This is an optimization exercise on Yosys and OpenROAD, whose aim is small area, a short achievable clock period and few clock cycles per item, not a production implementation. Only simulation tests tie the RTL to the original design; equivalence was not proved.

==> design.v <==
module tec_fadd (
    input  wire [31:0] a,
    input  wire [31:0] b,
    output reg  [31:0] s
);
    wire [7:0]  ea = a[30:23], eb = b[30:23];
    wire        a_max = &ea, b_max = &eb;
    wire        a_fz = ~|a[22:0], b_fz = ~|b[22:0];
    wire        a_nan = a_max & ~a_fz, b_nan = b_max & ~b_fz;
    wire        a_inf = a_max & a_fz,  b_inf = b_max & b_fz;
    wire        eff_sub = a[31] ^ b[31];
    wire        swap = b[30:0] > a[30:0];
    wire        same = b[30:0] == a[30:0];
    wire [7:0]  eae = {ea[7:1], ea[0] | ~|ea};       
    wire [7:0]  ebe = {eb[7:1], eb[0] | ~|eb};
    wire [7:0]  dab = eae - ebe, dba = ebe - eae;
    wire [7:0]  d   = swap ? dba : dab;
    wire [31:0] x   = swap ? b : a;
    wire [31:0] y   = swap ? a : b;
    wire [7:0]  exe = swap ? ebe : eae;
    wire [26:0] mx  = {|x[30:23], x[22:0], 3'b000};
    wire [26:0] my  = {|y[30:23], y[22:0], 3'b000};
    reg  [26:0] my_al;
    reg         sticky;
    reg  [27:0] r;
    reg  [4:0]  lz, sh;
    reg  [26:0] n;
    reg  [7:0]  xb;          
    reg  [23:0] sig;
    reg         inc, zero, ovf;
    reg  [30:0] mag;
    integer i;
    always @* begin
        if (d > 8'd26) begin
            my_al  = 27'd0;
            sticky = |y[22:0] | |y[30:23];
        end else begin
            my_al  = my >> d[4:0];
            sticky = |(my & ~({27{1'b1}} << d[4:0]));
        end
        r = eff_sub ? ({1'b0, mx} - {1'b0, my_al[26:1], my_al[0] | sticky})
                    : ({1'b0, mx} + {1'b0, my_al[26:1], my_al[0] | sticky});
        lz = 5'd27;
        for (i = 0; i < 27; i = i + 1)
            if (r[i]) lz = 5'd26 - i[4:0];
        sh = ({3'd0, lz} < exe) ? lz : (exe[4:0] - 5'd1);
        if (r[27]) begin
            n  = {r[27:2], r[1] | r[0]};
            xb = exe;
        end else begin
            n  = r[26:0] << sh;
            xb = exe - 8'd1 - {3'd0, sh};
        end
        sig = n[26:3];
        inc = n[2] & (n[1] | n[0] | sig[0]);
        mag = {xb, 23'd0} + {7'd0, sig} + {30'd0, inc};
        zero = eff_sub ? same : (~|a[30:0] & ~|b[30:0]);
        ovf  = r[27] & (exe == 8'd254);
        if (a_nan || b_nan || (a_inf && b_inf && eff_sub))
            s = 32'h7FC00000;
        else if (a_inf || b_inf || ovf)
            s = {x[31], 8'hFF, 23'd0};
        else if (zero)
            s = {x[31] & ~eff_sub, 31'd0};
        else
            s = {x[31], mag};
    end
endmodule
module tec_fmul (
    input  wire [31:0] a,
    input  wire [31:0] b,
    output reg  [31:0] p
);
    wire [7:0]  ea = a[30:23], eb = b[30:23];
    wire        a_max = &ea, b_max = &eb;
    wire        a_fz = ~|a[22:0], b_fz = ~|b[22:0];
    wire        a_nor = |ea, b_nor = |eb;
    wire        a_nan = a_max & ~a_fz, b_nan = b_max & ~b_fz;
    wire        a_inf = a_max & a_fz,  b_inf = b_max & b_fz;
    wire        a_zero = ~a_nor & a_fz, b_zero = ~b_nor & b_fz;
    wire        sp = a[31] ^ b[31];
    wire [23:0] ma = {a_nor, a[22:0]};
    wire [23:0] mb = {b_nor, b[22:0]};
    wire [26:0] mb_x = {2'b00, mb, 1'b0};
    reg  [47:0] rows [0:12];
    reg  [47:0] negs;
    reg  [47:0] prod;
    reg  [25:0] mg;
    reg         one, two, neg;
    integer i;
    always @* begin
        negs = 48'd0;
        for (i = 0; i < 13; i = i + 1) begin
            one = mb_x[2*i+1] ^ mb_x[2*i];
            two = (mb_x[2*i+2] & ~mb_x[2*i+1] & ~mb_x[2*i]) | (~mb_x[2*i+2] & mb_x[2*i+1] & mb_x[2*i]);
            neg = mb_x[2*i+2];
            mg  = one ? {2'b00, ma} : (two ? {1'b0, ma, 1'b0} : 26'd0);
            rows[i] = {21'd0, ~neg, mg ^ {26{neg}}} << (2*i);
            negs[2*i] = neg;
        end
        prod = rows[0] + rows[1] + rows[2] + rows[3] + rows[4] + rows[5] + rows[6]
             + rows[7] + rows[8] + rows[9] + rows[10] + rows[11] + rows[12]
             + negs + 48'haaaaac000000;
    end
    reg  [4:0]  lza, lzb, tza, tzb;
    always @* begin
        lza = 5'd0;
        lzb = 5'd0;
        tza = 5'd24;
        tzb = 5'd24;
        for (i = 0; i < 23; i = i + 1) begin
            if (a[i]) lza = 5'd23 - i[4:0];
            if (b[i]) lzb = 5'd23 - i[4:0];
        end
        if (a_nor) lza = 5'd0;
        if (b_nor) lzb = 5'd0;
        for (i = 23; i >= 0; i = i - 1) begin
            if (ma[i]) tza = i[4:0];
            if (mb[i]) tzb = i[4:0];
        end
    end
    wire [5:0]  tzs = {1'b0, tza} + {1'b0, tzb};     
    wire signed [10:0] e46 = $signed({3'd0, ea[7:1], ea[0] | ~a_nor})
                           + $signed({3'd0, eb[7:1], eb[0] | ~b_nor}) - 11'sd127;
    wire        [5:0]  lzs = {1'b0, lza} + {1'b0, lzb};
    reg  [5:0]  lsh;
    reg  signed [10:0] e1;
    reg  [10:0] rsh;
    reg  [6:0]  s;
    reg  [25:0] wv;
    reg  [7:0]  xb;
    reg  [23:0] sig;
    reg         g, st, inc, ovf;
    reg  [30:0] mag;
    always @* begin
        if ($signed({5'd0, lzs}) < e46)
            lsh = lzs;
        else if (e46 > 11'sd1)
            lsh = e46[5:0] - 6'd1;
        else
            lsh = 6'd0;
        e1 = e46 - $signed({5'd0, lsh});
        rsh = (e1 < 11'sd1) ? (11'd1 - e1) : 11'd0;
        s  = (rsh > 11'd50) ? 7'd74 : (7'd23 + rsh[6:0] - {1'b0, lsh});
        wv = {prod, 1'b0} >> s;
        if (wv[25]) begin
            sig = wv[25:2];
            g   = wv[1];
            st  = {1'b0, tzs} < s;
            xb  = e1[7:0];
            ovf = e1 > 11'sd253;
        end else begin
            sig = wv[24:1];
            g   = wv[0];
            st  = {1'b0, tzs} + 7'd1 < s;
            xb  = (e1 < 11'sd1) ? 8'd0 : e1[7:0] - 8'd1;
            ovf = e1 > 11'sd254;
        end
        inc = g & (st | sig[0]);
        mag = {xb, 23'd0} + {7'd0, sig} + {30'd0, inc};
        if (a_nan || b_nan || (a_inf && b_zero) || (b_inf && a_zero))
            p = 32'h7FC00000;
        else if (a_inf || b_inf || ovf)
            p = {sp, 8'hFF, 23'd0};
        else if (a_zero || b_zero)
            p = {sp, 31'd0};
        else
            p = {sp, mag};
    end
endmodule
module tec_tick (
    input  wire         clk,
    input  wire         rst,         
    input  wire         start,       
    input  wire         on,          
    input  wire [511:0] temp,        
    input  wire [511:0] w,           
    input  wire [31:0]  b0,
    input  wire [31:0]  b1,
    input  wire [31:0]  b2,
    input  wire [31:0]  a1,
    input  wire [31:0]  a2,
    input  wire [31:0]  off,
    input  wire [31:0]  lo,
    input  wire [31:0]  hi,
    output wire         ready,       
    output reg          done,        
    output reg  [31:0]  mix,
    output wire [31:0]  y
);
    reg         busy;
    reg  [4:0]  c;           
    reg         on_r;
    reg  [31:0] opa, opb, p, acc;
    reg  [31:0] x1, x2, y1, y2;
    assign ready = ~busy;
    assign y     = y1;
    reg         a_acc, b_acc, b_neg;      
    wire [31:0] add_a = a_acc ? acc : mix;
    wire [31:0] add_b0 = b_acc ? acc : p;
    wire [31:0] add_b = {add_b0[31] ^ b_neg, add_b0[30:0]};
    wire [31:0] sum;
    tec_fadd u_add (.a(add_a), .b(add_b), .s(sum));
    wire [31:0] prod;
    tec_fmul u_mul (.a(opa), .b(opb), .p(prod));
    reg  [31:0] opa_n, opb_n;
    reg         sel_f16, sel_f18, sel_f19, sel_f20, sel_f21, sel_f22;
    integer j;
    always @* begin
        sel_f16 = busy & (c == 5'd16);
        sel_f18 = busy & (c == 5'd18);
        sel_f19 = busy & (c == 5'd19);
        sel_f20 = busy & (c == 5'd20);
        sel_f21 = busy & (c == 5'd21);
        sel_f22 = busy & (c == 5'd22);
        opa_n = ({32{sel_f16}} & b1) | ({32{sel_f18}} & b0) | ({32{sel_f19}} & b2)
              | ({32{sel_f20}} & a1) | ({32{sel_f21}} & a2) | ({32{sel_f22}} & lo);
        opb_n = ({32{sel_f16}} & x1) | ({32{sel_f18}} & sum) | ({32{sel_f19}} & x2)
              | ({32{sel_f20}} & y1) | ({32{sel_f21}} & y2) | ({32{sel_f22}} & hi);
        for (j = 0; j < 16; j = j + 1)
            if (c == j) begin
                opa_n = opa_n | temp[32*j +: 32];
                opb_n = opb_n | w[32*j +: 32];
            end
    end
    function automatic is_nan(input [31:0] v);
        is_nan = (v[30:23] == 8'hFF) && (v[22:0] != 0);
    endfunction
    function automatic f_lt(input [31:0] v, input [31:0] u);
        reg [31:0] kv, ku;
        begin
            kv = v[31] ? ~v : {1'b1, v[30:0]};
            ku = u[31] ? ~u : {1'b1, u[30:0]};
            f_lt = kv < ku;
        end
    endfunction
    function automatic [31:0] max_num(input [31:0] v, input [31:0] u);
        if (is_nan(v) && is_nan(u)) max_num = 32'h7FC00000;
        else if (is_nan(v))         max_num = u;
        else if (is_nan(u))         max_num = v;
        else                        max_num = f_lt(v, u) ? u : v;
    endfunction
    function automatic [31:0] min_num(input [31:0] v, input [31:0] u);
        if (is_nan(v) && is_nan(u)) min_num = 32'h7FC00000;
        else if (is_nan(v))         min_num = u;
        else if (is_nan(u))         min_num = v;
        else                        min_num = f_lt(v, u) ? v : u;
    endfunction
    wire [31:0] y_new = min_num(max_num(sum, opa), opb);
    always @(posedge clk) begin
        opa <= opa_n;
        opb <= opb_n;
        p   <= prod;
        a_acc <= (c >= 5'd18);               
        b_acc <= (c == 5'd17);
        b_neg <= (c >= 5'd21);
        if (rst) begin
            busy <= 1'b0;
            c    <= 5'd0;
            done <= 1'b0;
            x1   <= 32'h00000000;
            x2   <= 32'h00000000;
            y1   <= 32'h00000000;
            y2   <= 32'h00000000;
        end else begin
            done <= 1'b0;
            if (!busy) begin
                if (start) begin
                    busy <= 1'b1;
                    c    <= 5'd1;
                    on_r <= on;
                    mix  <= 32'h00000000;
                    acc  <= off;
                end
            end else begin
                c <= c + 5'd1;
                if (c >= 5'd2 && c <= 5'd17)
                    mix <= sum;
                if (c == 5'd17 && !on_r) begin
                    busy <= 1'b0;
                    c    <= 5'd0;
                    done <= 1'b1;
                end
                if (c == 5'd18)
                    acc <= p;
                if (c == 5'd19) begin
                    x1 <= opb;
                    x2 <= x1;
                end
                if (c >= 5'd20 && c <= 5'd22)
                    acc <= sum;
                if (c == 5'd23) begin
                    y1   <= y_new;
                    y2   <= y1;
                    busy <= 1'b0;
                    c    <= 5'd0;
                    done <= 1'b1;
                end
            end
        end
    end
endmodule
==> run.sh <==
#!/bin/bash
# synth_recipe.tcl (not shown) runs the flow's synth.tcl, then flattens the netlist and writes it again
# the make line also repeats each setting of config.mk as NAME=value (left out here)
make -C /OpenROAD-flow-scripts/flow DESIGN_CONFIG=/design/flow/config.mk WORK_HOME=/design/flow/orfs CLKGATE_MAP_FILE= SYNTH_SCRIPT=/design/flow/synth_recipe.tcl finish
==> config.mk <==
export PLATFORM = sky130hd
export DESIGN_NAME = tec_tick
export DESIGN_NICKNAME = tec_tick
export VERILOG_FILES = /design/flow/design.v
export SDC_FILE = /design/flow/constraint.sdc
export NUM_CORES = 8
export LEC_CHECK = 0
export ABC_AREA = 1
export CAP_MARGIN = 20
export CORE_AREA = 5 5 445 445
export DIE_AREA = 0 0 450 450
export PLACE_DENSITY = 0.45
export SLEW_MARGIN = 20
==> constraint.sdc <==
create_clock -name core_clock -period 60.0 [get_ports {clk}]
set_input_delay 12.0000 -clock core_clock [delete_from_list [all_inputs] [get_ports {clk}]]
set_output_delay 12.0000 -clock core_clock [all_outputs]
set_load 0.01 [all_outputs]
==> results.toml <==
[status]
outcome = "no timing/DRC/antenna violations"

[final_layout]
drive_gt1_share_pct = 5.63
fin_cells = 12100
num-fill-cells = 21000
final_nets = 11300
area_growth_pct = 35.1

[timing]
finClkSkew_ps = 82.7
relSlewSlack_pct = 13.4
rsz0062_at_grt = "no"
fin_setup_tns_ps = 0
finalCriticalPeriod_ps = 19880
worst_pin_slew_ps = 1300
slew_viol_final = 0
min_period_over_period_pct = 33.1
max_freq_ghz = 0.0503
finalHoldViolations = 0
setup_violations = 0

[yosys]
synth_top_cell_area_share_pct = 12.2
synth_area_leaders = "nand2_1 (12%), ha_1 (9.1%), fa_1 (9.0%)"
async_flop_share_pct = 0
yosys.cell_count.top_type = "nand2_1"
seq_area_frac_synth_pct = 12.3
synth_cells = 8246
synth_top_area_cell = "nand2_1"
synth_xor_area_share_pct = 8.66
synth_warnings = 4
synth_top_family_by_area = "simple AND/OR/NAND/NOR gates"
syn_avg_cell_area_sq_um = 6.52
synth.distinct_cells = 69
ys_ff_latch = 299
synth_adder_area_share_pct = 18.1
yosys.area_share.simple_pct = 25.8
netlist_area_sq_um = 53800
synth_commonest_cells = "nand2_1 (1741), inv_1 (845), nor2_1 (642)"
synth_edf_count = 65
ys.flop_type = "dfxtp_1"
synth-compound-area-share_pct = 24.6
synth_nets = 10200
synthMuxAreaShare_pct = 0.244

[min_path]
hold_depth = 2
hold_path.class = "reg2reg"
min_to = "x2[3]"
hold_start = "x1[3]"

[cts]
cts_tree = "yes"
cts_setup_buffers = 0
root_buffer = "clkbuf_16"
clock_sinks = 299
cts_buffer_depth = 3
htree_levels = 2
clk_pin_slew_ps = 60
clock_latency_ps = 700
postCtsHoldBufs = 0
cts_resized = 0
cts_buffers = 42

[routing]
first_pass_iters = 7
wire_per_inst_um = 41.7
via_per_inst = 5.97
drt_iter0_markers = 9249
ant_nets = 0
drc = 0
vias = 72300
wirelength_mm = 506

[global_routing]
grt_util_met3_pct = 18.9
grt_pass1_wl_mm = 651
antenna_found_initial = 229
groute.layer.met2.usage_pct = 68.7
grt_overflow = 0
grt_max_degree = 82
grt_pass1_vias = 68300
use_met1_pct = 51.0
track_usage_pct = 47.6
top_usage_layer = "met2"

[setup_path]
cp-start-kind = "flip-flop"
critPathMaxStageDelay_ps = 760
r2r_slack_ps = 40120
cp_slowest_cell = "o21ai_0"
regToRegStartpoint = "b_acc"
cp_common_cell = "nand2_1"
cp-end-kind = "flip-flop"
path_class = "reg2reg"
crit_required_ps = 60530
cp_data_arrival_time_ps = 20410
r2r_end = "y1[9]"
r2r_cells = 98
crit_path_max_fanout = 64

[place]
routabilityCongestion = 1.12
port-buffer-count = 1349
dp.cells = 11900
dp_hpwl_mm = 426

[floorplanning]
ios = 1350
start_util_pct = 27.9
dieArea_sq_um = 203000
core_area_sq_um = 193000
rows = 161
dieHeight_um = 450
dieWidth_um = 450

[run]
maxCapViolCount = 0
==> registers in the layout, indices dropped and copies added, names as in the netlist, 5 cells and up <==
| name | count |
|---|---|
| acc | 32 |
| y1 | 32 |
| p | 32 |
| c | 5 |
| opb | 32 |
| opa | 32 |
| mix | 32 |
| y2 | 32 |
| x1 | 32 |
| x2 | 32 |
==> cell type report <==
cell class                 instances  area, sq um  share of cell area [%]
timing repair buffer            1627        15600                    21.5
inverter                         894         3360                    4.62
multi-input combinational       6530        42100                    57.9
tap                             2526         3160                    4.35
sequential                       299         6640                    9.14
clock inverter                    16          158                   0.217
clock buffer                      58         1210                    1.67
antenna                          174          435                   0.599
==> metal layers <==
metal	vias to the layer above	part of all wire [%]
li1	30800	-
met3	1329	11
met5	-	0.14
met4	88	13
met2	4689	41
met1	35400	34
==> worst max path at each step <==
stage          start  slack (ps)  cells past startpoint  endpoint
2_1_floorplan    rst       45330                      5    acc[0]
3_3_place_gp   b_acc       40760                     97    y1[20]
3_5_place_dp   b_acc       40740                     93     y1[9]
4_1_cts        b_acc       40700                     95     y1[9]
5_1_grt        b_acc       38520                     96    y1[15]
6_report       b_acc       40120                     98     y1[9]
==> kinds of logic after synthesis <==
family | after synthesis
fa+ha+maj | 633
buf+inv | 1417
simple gates | 3280
mux | 13
xor+xnor | 531
flops | 299
compound gates | 2073
==> layout by cell type (no fill, tap or decap), types with 162 or more instances in the layout <==
cell	instances
xor2_1	412
nand2_1	1741
nor2_1	621
a21oi_1	455
diode_2	174
fa_1	242
dfxtp_1	228
clkdlybuf4s50_1	1348
a22o_1	162
nand3_1	585
ha_1	390
buf_4	264
a221oi_1	206
o21ai_0	573
inv_1	840
o22ai_1	263
==> per-stage QoR <==
step,util [%],instance area [sq um],hold WS [ps],setup slack [ps]
after global placement,36.7,70700,436,40760
final,37.7,72700,468,40120
after global routing,37.7,72600,482,38520
after CTS,37.4,72100,466,40700
after floorplan,-,53800,425,45330
after detailed placement,36.7,70700,455,40740
==> critical path: cells and delay by family (launching register included) <==
| kind | cells | cell delay (ps) |
|---|---|---|
| compound gates | 15 | 3610 |
| xor+xnor | 3 | 520 |
| simple gates | 64 | 11070 |
| buf+inv | 10 | 2230 |
| fa+ha+maj | 6 | 1860 |
| flops | 1 | 310 |
Testbench counts, summed over its fixed seeds: cycles 114,228, ticks 4,800.

==> separate check: timing with driven ports <==
The flow's constraints put no driver on any port. The routed layout listed below was extracted and timed again, unchanged, in two steps. Step 1 (the two cells are an assumption about what drives the block):
set clk [get_ports {clk}]
set_driving_cell -lib_cell sky130_fd_sc_hd__clkbuf_16 $clk
set_driving_cell -lib_cell sky130_fd_sc_hd__buf_2 [delete_from_list [all_inputs] $clk]
Step 2 times the ports against the registers' clock, not the clock port: input delays grow and output delays shrink by t, the midpoint of the rising clock arrivals with the driver on. a / b / c = ideal / step 1 / step 2; a / b = the first two.
t, ns: 0.762
setup WS [ns]: 40.118 / 40.118 / 40.118
worst setup path at the end: register to register
worst data-port slew with drivers (ns): 0.74
After both steps this run still meets setup and hold. For this run, drivers alone change the setup slack by 0.000 ns; drivers and shift together by 0.000 ns.
